From an optimization exercise on the open Yosys and OpenROAD flow, aimed at small area, a short achievable clock period and few clock cycles per item; shortcuts taken in it are not production practice. RTL that was checked went through simulation tests only; none was proved equivalent to the original.

==> job 4488 <==
Design hse_bv_enc, start of the top module:
module hse_bv_enc (
    input  wire        clk,
    input  wire        rst,        
    input  wire        in_valid,
    output wire        in_ready,
    input  wire [1:0]  in_op,      
    input  wire [5:0]  in_tbl,
    input  wire [13:0] in_a,
    input  wire [13:0] in_b,
    input  wire        in_sa,
    input  wire        in_sb,
    output wire        out_valid,
    output wire [7:0]  out_byte,
    output wire        err
);
    localparam C = 56;             
    reg        r1v;
    reg [1:0]  r1op;
    reg [5:0]  r1tbl;
    reg [3:0]  r1ti;
    reg [3:0]  r1rx, r1ry;         
    reg        r1emp;              
    reg        r1esc;
    reg [13:0] r1a, r1b;
    reg        r1ae, r1be;         
    reg        r1az, r1bz;         
    reg [3:0]  r1xl, r1yl;         
    reg        r1sa, r1sb;
    wire       in_pair = (in_op == 2'd0);
    wire       in_quad = (in_op == 2'd1);
    wire [3:0] in_ti  = in_quad ? 4'd4 :
                        (in_tbl[5:4] != 2'd0) ? (in_tbl[3] ? 4'd0 : 4'd14) : in_tbl[3:0];
    wire       in_esc = in_tbl[4] || (in_tbl == 6'd14);
  ...
==> flow/config.mk <==
export PLATFORM = sky130hd
export DESIGN_NAME = hse_bv_enc
export DESIGN_NICKNAME = hse_bv_enc
export VERILOG_FILES = /design/flow/design.v
export SDC_FILE = /design/flow/constraint.sdc
export NUM_CORES = 4
export LEC_CHECK = 0
export CAP_MARGIN = 10
export CORE_MARGIN = 2
export CORE_UTILIZATION = 20
export PLACE_DENSITY = 0.35
export SLEW_MARGIN = 10
export SYNTH_MEMORY_MAX_BITS = 65536
export TNS_END_PERCENT = 0
==> flow/constraint.sdc <==
create_clock -name core_clock -period 14.0 [get_ports {clk}]
set_input_delay 2.8000 -clock core_clock [delete_from_list [all_inputs] [get_ports {clk}]]
set_output_delay 2.8000 -clock core_clock [all_outputs]
set_load 0.01 [all_outputs]
standard.sh (not shown) runs the stock make flow with config.mk's settings and CLKGATE_MAP_FILE= SYNTH_SCRIPT=/design/flow/synth_recipe.tcl, a recipe that flattens the netlist after the stock synthesis.
==> flow/flow/run.sh <==
#!/bin/bash
# Layout flow: the standard flow, with its synthesis unchanged
# (standard.sh synth), then the rest of the standard flow with two changes:
#  - repair_timing aims at a larger setup slack (SETUP_SLACK_MARGIN, from
#    flow/margin.txt), so that the timing repair keeps shortening paths the
#    14 ns clock alone would accept;
#  - the buffer that the flow puts on every input and output port is a
#    sky130_fd_sc_hd__buf_4 instead of the delay buffer buffer_ports picks.
# The clock, the constraints and every other step are the standard ones.
# Each step's log is written next to this script's work folder.
set -euo pipefail
MARGIN=$(tr -d ' \n' < flow/margin.txt)
bash standard.sh synth > flow_synth.log 2>&1
sed "s|\"\${@:-finish}\"|SETUP_SLACK_MARGIN=$MARGIN 'BUFFER_PORTS_ARGS=-buffer_cell sky130_fd_sc_hd__buf_4' \"\${@:-finish}\"|" standard.sh > standard_margin.sh
bash standard_margin.sh > flow_layout.log 2>&1
==> flow/flow/margin.txt <==
9.8
==> job 6899: changes against job 4488 <==
--- a/flow/design.v
+++ b/flow/design.v
@@ -1382,56 +1382,20 @@
             {4'd0, 4'd15, 4'd10}: begin code = 7'd56; len = 5'd10; end
             {4'd0, 4'd15, 4'd11}: begin code = 7'd50; len = 5'd10; end
             {4'd0, 4'd15, 4'd12}: begin code = 7'd28; len = 5'd11; end
             {4'd0, 4'd15, 4'd13}: begin code = 7'd21; len = 5'd11; end
             {4'd0, 4'd15, 4'd14}: begin code = 7'd15; len = 5'd11; end
             {4'd0, 4'd15, 4'd15}: begin code = 7'd10; len = 5'd11; end
-            {4'd4, 4'd0, 4'd0}: begin code = 7'd1; len = 5'd1; end
-            {4'd4, 4'd0, 4'd1}: begin code = 7'd15; len = 5'd4; end
-            {4'd4, 4'd0, 4'd15}: begin code = 7'd0; len = 5'd0; end
-            {4'd4, 4'd1, 4'd0}: begin code = 7'd5; len = 5'd4; end
-            {4'd4, 4'd1, 4'd1}: begin code = 7'd14; len = 5'd4; end
-            {4'd4, 4'd2, 4'd0}: begin code = 7'd4; len = 5'd4; end
-            {4'd4, 4'd2, 4'd1}: begin code = 7'd13; len = 5'd4; end
-            {4'd4, 4'd3, 4'd0}: begin code = 7'd5; len = 5'd5; end
-            {4'd4, 4'd3, 4'd1}: begin code = 7'd12; len = 5'd4; end
-            {4'd4, 4'd4, 4'd0}: begin code = 7'd6; len = 5'd4; end
-            {4'd4, 4'd4, 4'd1}: begin code = 7'd11; len = 5'd4; end
-            {4'd4, 4'd5, 4'd0}: begin code = 7'd5; len = 5'd6; end
-            {4'd4, 4'd5, 4'd1}: begin code = 7'd10; len = 5'd4; end
-            {4'd4, 4'd6, 4'd0}: begin code = 7'd4; len = 5'd5; end
-            {4'd4, 4'd6, 4'd1}: begin code = 7'd9; len = 5'd4; end
-            {4'd4, 4'd7, 4'd0}: begin code = 7'd4; len = 5'd6; end
-            {4'd4, 4'd7, 4'd1}: begin code = 7'd8; len = 5'd4; end
-            {4'd4, 4'd8, 4'd0}: begin code = 7'd7; len = 5'd4; end
-            {4'd4, 4'd8, 4'd1}: begin code = 7'd7; len = 5'd4; end
-            {4'd4, 4'd9, 4'd0}: begin code = 7'd3; len = 5'd5; end
-            {4'd4, 4'd9, 4'd1}: begin code = 7'd6; len = 5'd4; end
-            {4'd4, 4'd10, 4'd0}: begin code = 7'd6; len = 5'd5; end
-            {4'd4, 4'd10, 4'd1}: begin code = 7'd5; len = 5'd4; end
-            {4'd4, 4'd11, 4'd0}: begin code = 7'd0; len = 5'd6; end
-            {4'd4, 4'd11, 4'd1}: begin code = 7'd4; len = 5'd4; end
-            {4'd4, 4'd12, 4'd0}: begin code = 7'd7; len = 5'd5; end
-            {4'd4, 4'd12, 4'd1}: begin code = 7'd3; len = 5'd4; end
-            {4'd4, 4'd13, 4'd0}: begin code = 7'd2; len = 5'd6; end
-            {4'd4, 4'd13, 4'd1}: begin code = 7'd2; len = 5'd4; end
-            {4'd4, 4'd14, 4'd0}: begin code = 7'd3; len = 5'd6; end
-            {4'd4, 4'd14, 4'd1}: begin code = 7'd1; len = 5'd4; end
-            {4'd4, 4'd15, 4'd0}: begin code = 7'd1; len = 5'd6; end
-            {4'd4, 4'd15, 4'd1}: begin code = 7'd0; len = 5'd4; end
             default: begin code = 7'bx; len = 5'bx; end
         endcase
     end
 endmodule
 module hse_item_coder (
     input  wire [1:0]  op,       
     input  wire [5:0]  tbl,
     input  wire [3:0]  ti,       
-    input  wire [3:0]  rx,       
-    input  wire [3:0]  ry,       
-    input  wire        emp,      
     input  wire        esc,      
     input  wire [13:0] a,
     input  wire [13:0] b,
     input  wire        a_esc,    
     input  wire        b_esc,    
     input  wire        a_nz,     
@@ -1481,41 +1445,42 @@
             5'd29: lb = 4'd9;
             5'd30: lb = 4'd11;
             5'd31: lb = 4'd13;
             default: lb = 4'd0;
         endcase
         lmask = ~((13'd1 << lb) - 13'd1);
-        case (tbl[4:0])
-            5'd1:                 maxl = 5'd3;
-            5'd2, 5'd3:           maxl = 5'd6;
-            5'd5:                 maxl = 5'd8;
-            5'd6:                 maxl = 5'd7;
-            5'd7:                 maxl = 5'd11;
-            5'd8:                 maxl = 5'd10;
-            5'd9:                 maxl = 5'd8;
-            5'd10:                maxl = 5'd12;
-            5'd11:                maxl = 5'd11;
-            5'd12:                maxl = 5'd10;
-            5'd15:                maxl = 5'd14;
-            5'd24, 5'd25, 5'd26, 5'd27,
-            5'd28, 5'd29, 5'd30, 5'd31: maxl = 5'd13;
-            default:              maxl = 5'd17;
+        case (ti)
+            4'd1:         maxl = 5'd3;
+            4'd2, 4'd3:   maxl = 5'd6;
+            4'd5:         maxl = 5'd8;
+            4'd6:         maxl = 5'd7;
+            4'd7:         maxl = 5'd11;
+            4'd8:         maxl = 5'd10;
+            4'd9:         maxl = 5'd8;
+            4'd10:        maxl = 5'd12;
+            4'd11:        maxl = 5'd11;
+            4'd12:        maxl = 5'd10;
+            4'd15:        maxl = 5'd14;
+            4'd0:         maxl = 5'd13;
+            default:      maxl = 5'd17;
         endcase
     end
     wire [13:0] a_exc = a - 14'd15;
     wire [13:0] b_exc = b - 14'd15;
     wire        a_bad = esc ? (a_esc && (a_exc[13] || (a_exc[12:0] & lmask) != 13'd0))
                             : ((a[13:4] != 10'd0) || (a[3:0] > xmax));
     wire        b_bad = esc ? (b_esc && (b_exc[13] || (b_exc[12:0] & lmask) != 13'd0))
                             : ((b[13:4] != 10'd0) || (b[3:0] > xmax));
+    wire [3:0]  xs = a[3:0] | {4{a_esc}};
+    wire [3:0]  ys = b[3:0] | {4{b_esc}};
     wire [6:0] pcode;
     wire [4:0] plen;
     hse_huff_rom u_rom (
-        .ti  (emp ? 4'd4 : ti),
-        .x   (emp ? 4'd0 : rx),
-        .y   (emp ? 4'd15 : ry),
+        .ti  (ti),
+        .x   (xs),
+        .y   (ys),
         .code(pcode),
         .len (plen)
     );
     wire [13:0] xv   = a_esc ? {a_exc[12:0], sa} : {13'd0, sa && a_nz};
     wire [13:0] yv   = b_esc ? {b_exc[12:0], sb} : {13'd0, sb && b_nz};
     wire [27:0] pext = ({14'd0, xv} << yl) | {14'd0, yv};
@@ -1558,14 +1523,14 @@
             if (a[m]) begin
                 qext = {qext[2:0], b[m]};
                 qxb  = qxb + 3'd1;
             end
         end
     end
-    assign cv   = pcode;
-    assign cl   = plen;
+    assign cv   = pair_on ? pcode : (is_quad ? {1'b0, qcode} : 7'd0);
+    assign cl   = pair_on ? plen  : (is_quad ? {2'd0, qlen} : 5'd0);
     assign cmax = pair_on ? maxl  : (is_quad ? {2'd0, qlen} : 5'd0);
     assign ext  = pair_on ? pext  : (is_quad ? {24'd0, qext} : 28'd0);
     assign xb   = pair_on ? pxb   : (is_quad ? {2'd0, qxb} : 5'd0);
     assign bad  = (op == 2'd3) || (is_pair && (t_bad || (!t_zero && (a_bad || b_bad))));
 endmodule
 module hse_bv_enc (
@@ -1585,26 +1550,20 @@
 );
     localparam C = 56;             
     reg        r1v;
     reg [1:0]  r1op;
     reg [5:0]  r1tbl;
     reg [3:0]  r1ti;
-    reg [3:0]  r1rx, r1ry;         
-    reg        r1emp;              
     reg        r1esc;
     reg [13:0] r1a, r1b;
     reg        r1ae, r1be;         
     reg        r1az, r1bz;         
     reg [3:0]  r1xl, r1yl;         
     reg        r1sa, r1sb;
-    wire       in_pair = (in_op == 2'd0);
-    wire       in_quad = (in_op == 2'd1);
-    wire [3:0] in_ti  = in_quad ? 4'd4 :
-                        (in_tbl[5:4] != 2'd0) ? (in_tbl[3] ? 4'd0 : 4'd14) : in_tbl[3:0];
+    wire [3:0] in_ti  = (in_tbl[5:4] != 2'd0) ? (in_tbl[3] ? 4'd0 : 4'd14) : in_tbl[3:0];
     wire       in_esc = in_tbl[4] || (in_tbl == 6'd14);
-    wire       in_emp = !in_quad && !(in_pair && (in_tbl != 6'd0) && (in_tbl != 6'd4) && !in_tbl[5]);
     reg  [3:0] in_lb1;             
     always @(*) begin
         case (in_tbl[4:0])
             5'd14, 5'd16: in_lb1 = 4'd2;
             5'd17: in_lb1 = 4'd3;
             5'd18: in_lb1 = 4'd4;
@@ -1621,14 +1580,14 @@
             5'd29: in_lb1 = 4'd10;
             5'd30: in_lb1 = 4'd12;
             5'd31: in_lb1 = 4'd14;
             default: in_lb1 = 4'd1;
         endcase
     end
-    wire       in_ae = in_pair && in_esc && (in_a >= 14'd15);
-    wire       in_be = in_pair && in_esc && (in_b >= 14'd15);
+    wire       in_ae = in_esc && (in_a >= 14'd15);
+    wire       in_be = in_esc && (in_b >= 14'd15);
     reg        r2v;
     reg        r2ok;               
     reg        r2f;                
     reg [6:0]  r2c;                
     reg [4:0]  r2cl;               
     reg [27:0] r2e;                
@@ -1649,15 +1608,12 @@
     wire [4:0]  cmax;
     wire        bad;
     hse_item_coder u_coder (
         .op   (r1op),
         .tbl  (r1tbl),
         .ti   (r1ti),
-        .rx   (r1rx),
-        .ry   (r1ry),
-        .emp  (r1emp),
         .esc  (r1esc),
         .a    (r1a),
         .b    (r1b),
         .a_esc(r1ae),
         .b_esc(r1be),
         .a_nz (r1az),
@@ -1712,15 +1668,12 @@
             acc   <= acc_n;
         end
         if (rdy) begin
             r1op  <= in_op;
             r1tbl <= in_tbl;
             r1ti  <= in_ti;
-            r1rx  <= in_a[3:0] | {4{in_ae}};
-            r1ry  <= in_quad ? {3'd0, in_tbl[0]} : (in_b[3:0] | {4{in_be}});
-            r1emp <= in_emp;
             r1esc <= in_esc;
             r1a   <= in_a;
             r1b   <= in_b;
             r1ae  <= in_ae;
             r1be  <= in_be;
             r1az  <= (in_a != 14'd0);
==> flow_summary.toml <==
[setup_path]
regToRegStartpoint = "r1ae$_DFFE_PP_"
r2r_cells = 9

[pwr]
comb_cell_power_mw = 3.21
finalPower_mw = 4.41
seq-power_mw = 0.693
cellLeakagePower_nw = 11.8
vdd_drop_max_v = 0.000115
seqPwrFrac_pct = 15.7

[status]
status = "no timing/DRC/antenna violations"

[yosys]
ys_top_cells_by_count = "a21oi_1, o21ai_0, nor2_1"
synth_mux_area_share_pct = 7.51
synth_fa_ha_area_share_pct = 5.01
the above is filed under job 6899

==> flow_summary.toml <==
[pwr]
seqPwrFrac_pct = 14.1
vdd_drop_max_v = 0.000114
comb_cell_power_mw = 4.16
seq-power_mw = 0.774

[yosys]
synth_fa_ha_area_share_pct = 4.99
ys_top_cells_by_count = "a21oi_1, o21ai_0, nor2_1"

[global_route]
grt_pass1_vias = 39800

[status]
status = "no timing/DRC/antenna violations"

[worst_hold_path]
hold_end = "acc[2]$_SDFF_PP0_"

[setup_path]
r2r_cells = 15
the above is filed under job 4488

Testbench counts of job 4488, summed over its fixed seeds: cycles 6,951, items 6,325.
Testbench counts of job 6899, summed over its fixed seeds: cycles 6,951, items 6,325.


==> inputs of v8 <==
Another version of the RTL of hse_bv_enc (not shown whole).
Design hse_bv_enc, start of the top module:
module hse_bv_enc (
    input  wire        clk,
    input  wire        rst,        
    input  wire        in_valid,
    output wire        in_ready,
    input  wire [1:0]  in_op,      
    input  wire [5:0]  in_tbl,
    input  wire [13:0] in_a,
    input  wire [13:0] in_b,
    input  wire        in_sa,
    input  wire        in_sb,
    output wire        out_valid,
    output wire [7:0]  out_byte,
    output wire        err
);
    wire [47:0] word;
    wire [5:0]  nbits;
    wire        bad;
    hse_item_coder u_coder (
        .op   (in_op),
        .tbl  (in_tbl),
        .a    (in_a),
        .b    (in_b),
        .sa   (in_sa),
        .sb   (in_sb),
        .word (word),
        .nbits(nbits),
        .bad  (bad)
    );
    reg [55:0] acc;
    reg [5:0]  cnt;
    reg        err_r;
    wire       is_flush = (in_op == 2'd2);
    wire [5:0] shamt = 6'd56 - cnt - nbits;
    assign out_valid = (cnt >= 6'd8);
    assign out_byte  = acc[55:48];
    assign in_ready  = !err_r && (cnt < 6'd8);
    assign err       = err_r;
    always @(posedge clk) begin
        if (rst) begin
            acc   <= 56'd0;
            cnt   <= 6'd0;
            err_r <= 1'b0;
        end else if (cnt >= 6'd8) begin
            acc <= acc << 8;
            cnt <= cnt - 6'd8;
        end else if (in_valid && !err_r) begin
            if (bad) begin
                err_r <= 1'b1;
            end else if (is_flush) begin
  ...
==> module hse_bv_enc, before the edit <==
module hse_bv_enc (
    input  wire        clk,
    input  wire        rst,        
    input  wire        in_valid,
    output wire        in_ready,
    input  wire [1:0]  in_op,      
    input  wire [5:0]  in_tbl,
    input  wire [13:0] in_a,
    input  wire [13:0] in_b,
    input  wire        in_sa,
    input  wire        in_sb,
    output wire        out_valid,
    output wire [7:0]  out_byte,
    output wire        err
);
    wire [47:0] word;
    wire [5:0]  nbits;
    wire        bad;
    hse_item_coder u_coder (
        .op   (in_op),
        .tbl  (in_tbl),
        .a    (in_a),
        .b    (in_b),
        .sa   (in_sa),
        .sb   (in_sb),
        .word (word),
        .nbits(nbits),
        .bad  (bad)
    );
    reg [55:0] acc;
    reg [5:0]  cnt;
    reg        err_r;
    wire       is_flush = (in_op == 2'd2);
    wire [5:0] shamt = 6'd56 - cnt - nbits;
    assign out_valid = (cnt >= 6'd8);
    assign out_byte  = acc[55:48];
    assign in_ready  = !err_r && (cnt < 6'd8);
    assign err       = err_r;
    always @(posedge clk) begin
        if (rst) begin
            acc   <= 56'd0;
            cnt   <= 6'd0;
            err_r <= 1'b0;
        end else if (cnt >= 6'd8) begin
            acc <= acc << 8;
            cnt <= cnt - 6'd8;
        end else if (in_valid && !err_r) begin
            if (bad) begin
                err_r <= 1'b1;
            end else if (is_flush) begin
                if (cnt != 6'd0)
                    cnt <= 6'd8;
            end else begin
                acc <= acc | ({8'd0, word} << shamt);
                cnt <= cnt + nbits;
            end
        end
    end
endmodule
export LEC_CHECK = 0
export CAP_MARGIN = 40
export CORE_MARGIN = 2
export CORE_UTILIZATION = 15
export PLACE_DENSITY = 0.3
export SLEW_MARGIN = 40
create_clock -name core_clock -period 14.0 [get_ports {clk}]
run.sh (not shown) runs the stock make flow with config.mk's settings and CLKGATE_MAP_FILE= SYNTH_SCRIPT=/design/flow/synth_recipe.tcl, a recipe that flattens the netlist after the stock synthesis.
Stock flow here: none of the scripts above is used.
==> inputs of v14, as changes to v8 <==
--- a/flow/design.v
+++ b/flow/design.v
@@ -1557,45 +1557,88 @@
     output wire        err
 );
+    localparam C = 56;             
+    reg        r1v;
+    reg [1:0]  r1op;
+    reg [5:0]  r1tbl;
+    reg [13:0] r1a, r1b;
+    reg        r1sa, r1sb;
     wire [47:0] word;
     wire [5:0]  nbits;
     wire        bad;
     hse_item_coder u_coder (
-        .op   (in_op),
-        .tbl  (in_tbl),
-        .a    (in_a),
-        .b    (in_b),
-        .sa   (in_sa),
-        .sb   (in_sb),
+        .op   (r1op),
+        .tbl  (r1tbl),
+        .a    (r1a),
+        .b    (r1b),
+        .sa   (r1sa),
+        .sb   (r1sb),
         .word (word),
         .nbits(nbits),
         .bad  (bad)
     );
-    reg [55:0] acc;
-    reg [5:0]  cnt;
-    reg        err_r;
-    wire       is_flush = (in_op == 2'd2);
-    wire [5:0] shamt = 6'd56 - cnt - nbits;
-    assign out_valid = (cnt >= 6'd8);
-    assign out_byte  = acc[55:48];
-    assign in_ready  = !err_r && (cnt < 6'd8);
+    reg        r2v;
+    reg        r2f;                
+    reg [44:0] r2w;
+    reg [5:0]  r2n;
+    reg [C-1:0] acc;
+    reg [5:0]   q;
+    reg         ov;
+    reg         rdy;
+    reg         err_r;
+    assign in_ready  = rdy;
+    assign out_valid = ov;
+    assign out_byte  = acc[C-1:C-8];
     assign err       = err_r;
+    wire       o    = (q >= 6'd8);
+    wire [5:0] q1   = o ? q - 6'd8 : q;
+    wire [C-1:0] acc1 = o ? {acc[C-9:0], 8'd0} : acc;
+    wire [6:0] qs   = {1'b0, q1} + {1'b0, (r2f ? 6'd0 : r2n)};
+    wire       fits = (qs <= C);
+    wire       m2   = r2v && fits;                        
+    wire       m1   = r1v && !err_r && (!r2v || m2);      
+    wire       take = in_valid && rdy;
+    wire [5:0] q1up = (q1 + 6'd7) & 6'b111000;
+    wire [5:0] q_n  = !m2 ? q1 : (r2f ? q1up : qs[5:0]);
+    wire [5:0] sh   = C - q1 - r2n;
+    wire [C-1:0] acc_n = (m2 && !r2f) ? (acc1 | ({{(C-45){1'b0}}, r2w} << sh)) : acc1;
+    wire       err_n = err_r || (m1 && bad);
+    wire       r2v_n = (m1 && !bad) || (r2v && !m2);
+    wire [5:0] r2n_n = m1 ? nbits : r2n;
+    wire       r2f_n = m1 ? (r1op == 2'd2) : r2f;
+    wire       r1v_n = take || (r1v && !m1);
+    wire       q_no  = (q_n >= 6'd8);
+    wire [5:0] q_n1  = q_no ? q_n - 6'd8 : q_n;
+    wire [6:0] qs_n  = {1'b0, q_n1} + {1'b0, (r2f_n ? 6'd0 : r2n_n)};
+    wire       rdy_n = !err_n && (!r1v_n || !r2v_n || (qs_n <= C));
     always @(posedge clk) begin
         if (rst) begin
-            acc   <= 56'd0;
-            cnt   <= 6'd0;
+            r1v   <= 1'b0;
+            r2v   <= 1'b0;
+            q     <= 6'd0;
+            ov    <= 1'b0;
+            rdy   <= 1'b0;
             err_r <= 1'b0;
-        end else if (cnt >= 6'd8) begin
-            acc <= acc << 8;
-            cnt <= cnt - 6'd8;
-        end else if (in_valid && !err_r) begin
-            if (bad) begin
-                err_r <= 1'b1;
-            end else if (is_flush) begin
-                if (cnt != 6'd0)
-                    cnt <= 6'd8;
-            end else begin
-                acc <= acc | ({8'd0, word} << shamt);
-                cnt <= cnt + nbits;
-            end
+            acc   <= {C{1'b0}};
+        end else begin
+            r1v   <= r1v_n && !err_n;
+            r2v   <= r2v_n;
+            q     <= q_n;
+            ov    <= q_no;
+            rdy   <= rdy_n;
+            err_r <= err_n;
+            acc   <= acc_n;
+        end
+        if (take) begin
+            r1op  <= in_op;
+            r1tbl <= in_tbl;
+            r1a   <= in_a;
+            r1b   <= in_b;
+            r1sa  <= in_sa;
+            r1sb  <= in_sb;
+        end
+        if (m1) begin
+            r2w <= word[44:0];
+            r2n <= nbits;
+            r2f <= (r1op == 2'd2);
         end
     end
- CAP_MARGIN: 40 -> 10
- CORE_UTILIZATION: 15 -> 55
- PLACE_DENSITY: 0.3 -> 0.65
- SLEW_MARGIN: 40 -> 10
==> qor summary <==
Number of instances in the synthesized netlist: v14 4998; v8 4787
Setup WS pre-CTS: v14 4.62 ns; v8 0.986 ns
Mux cell area share after synthesis: v14 4.19%; v8 2.53%
Cells after DPL: v14 5602; v8 7948
Number of flops mapped to enable cells by yosys: v14 76; v8 0
Post-synthesis share of cell area spent on full adders, half adders and majority gates: v14 4.02%; v8 3.94%
Number of register bits inferred by synthesis: v14 156; v8 63
Simple-gate share of the synthesized area: v14 31.0%; v8 35.2%
Die width: v14 247 µm; v8 447 µm
Distinct cells, synth: v14 95; v8 105
Dominant cell type by area after synthesis: v14 sky130_fd_sc_hd__nand2_1; v8 sky130_fd_sc_hd__a21oi_1
Die Ht: v14 247 µm; v8 447 µm
Status: v14 aborted with a tool error; v8 no timing/DRC/antenna violations
Last stage reached: v14 global routing; v8 -
H-tree depth reported by CTS: v14 4; v8 3
Synthesized-area fraction occupied by xor and xnor cells: v14 1.50%; v8 1.76%
Yosys top cell area share: v14 7.04%; v8 6.56%
Syn Nets: v14 5140; v8 4917
Number of buffers inserted during clock tree synthesis: v14 17; v8 9
Testbench counts of v8, summed over its fixed seeds: cycles 12,243, items 6,325.
The RTL of v14 was laid out without a check of its function.

separate check: timing with driven ports:
No port has a modelled driver above. Below, the same layouts with a new extraction and two added sets of constraints. Step 1 assumes that a clkbuf_16 drives the clock port and a buf_2 every other input. Step 2 times the ports against the registers' clock, not the clock port: input delays grow and output delays shrink by t, the midpoint of the rising clock arrivals with the driver on. a / b / c = ideal ports / drivers / drivers and shift; a / b = the first two.
run	t, ns	setup WS [ns]	pins driven straight from the clock port
job 4488	0.621	9.365 / 9.365 / 9.204	1
job 6899	0.565	9.205 / 9.205 / 9.199	1
v8	0.390	0.883 / 0.906 / 0.516	1
After both steps every run listed still meets setup and hold. The setup slack of v8, which loses most, moves by +0.023 ns with the drivers and by -0.367 ns with both steps.
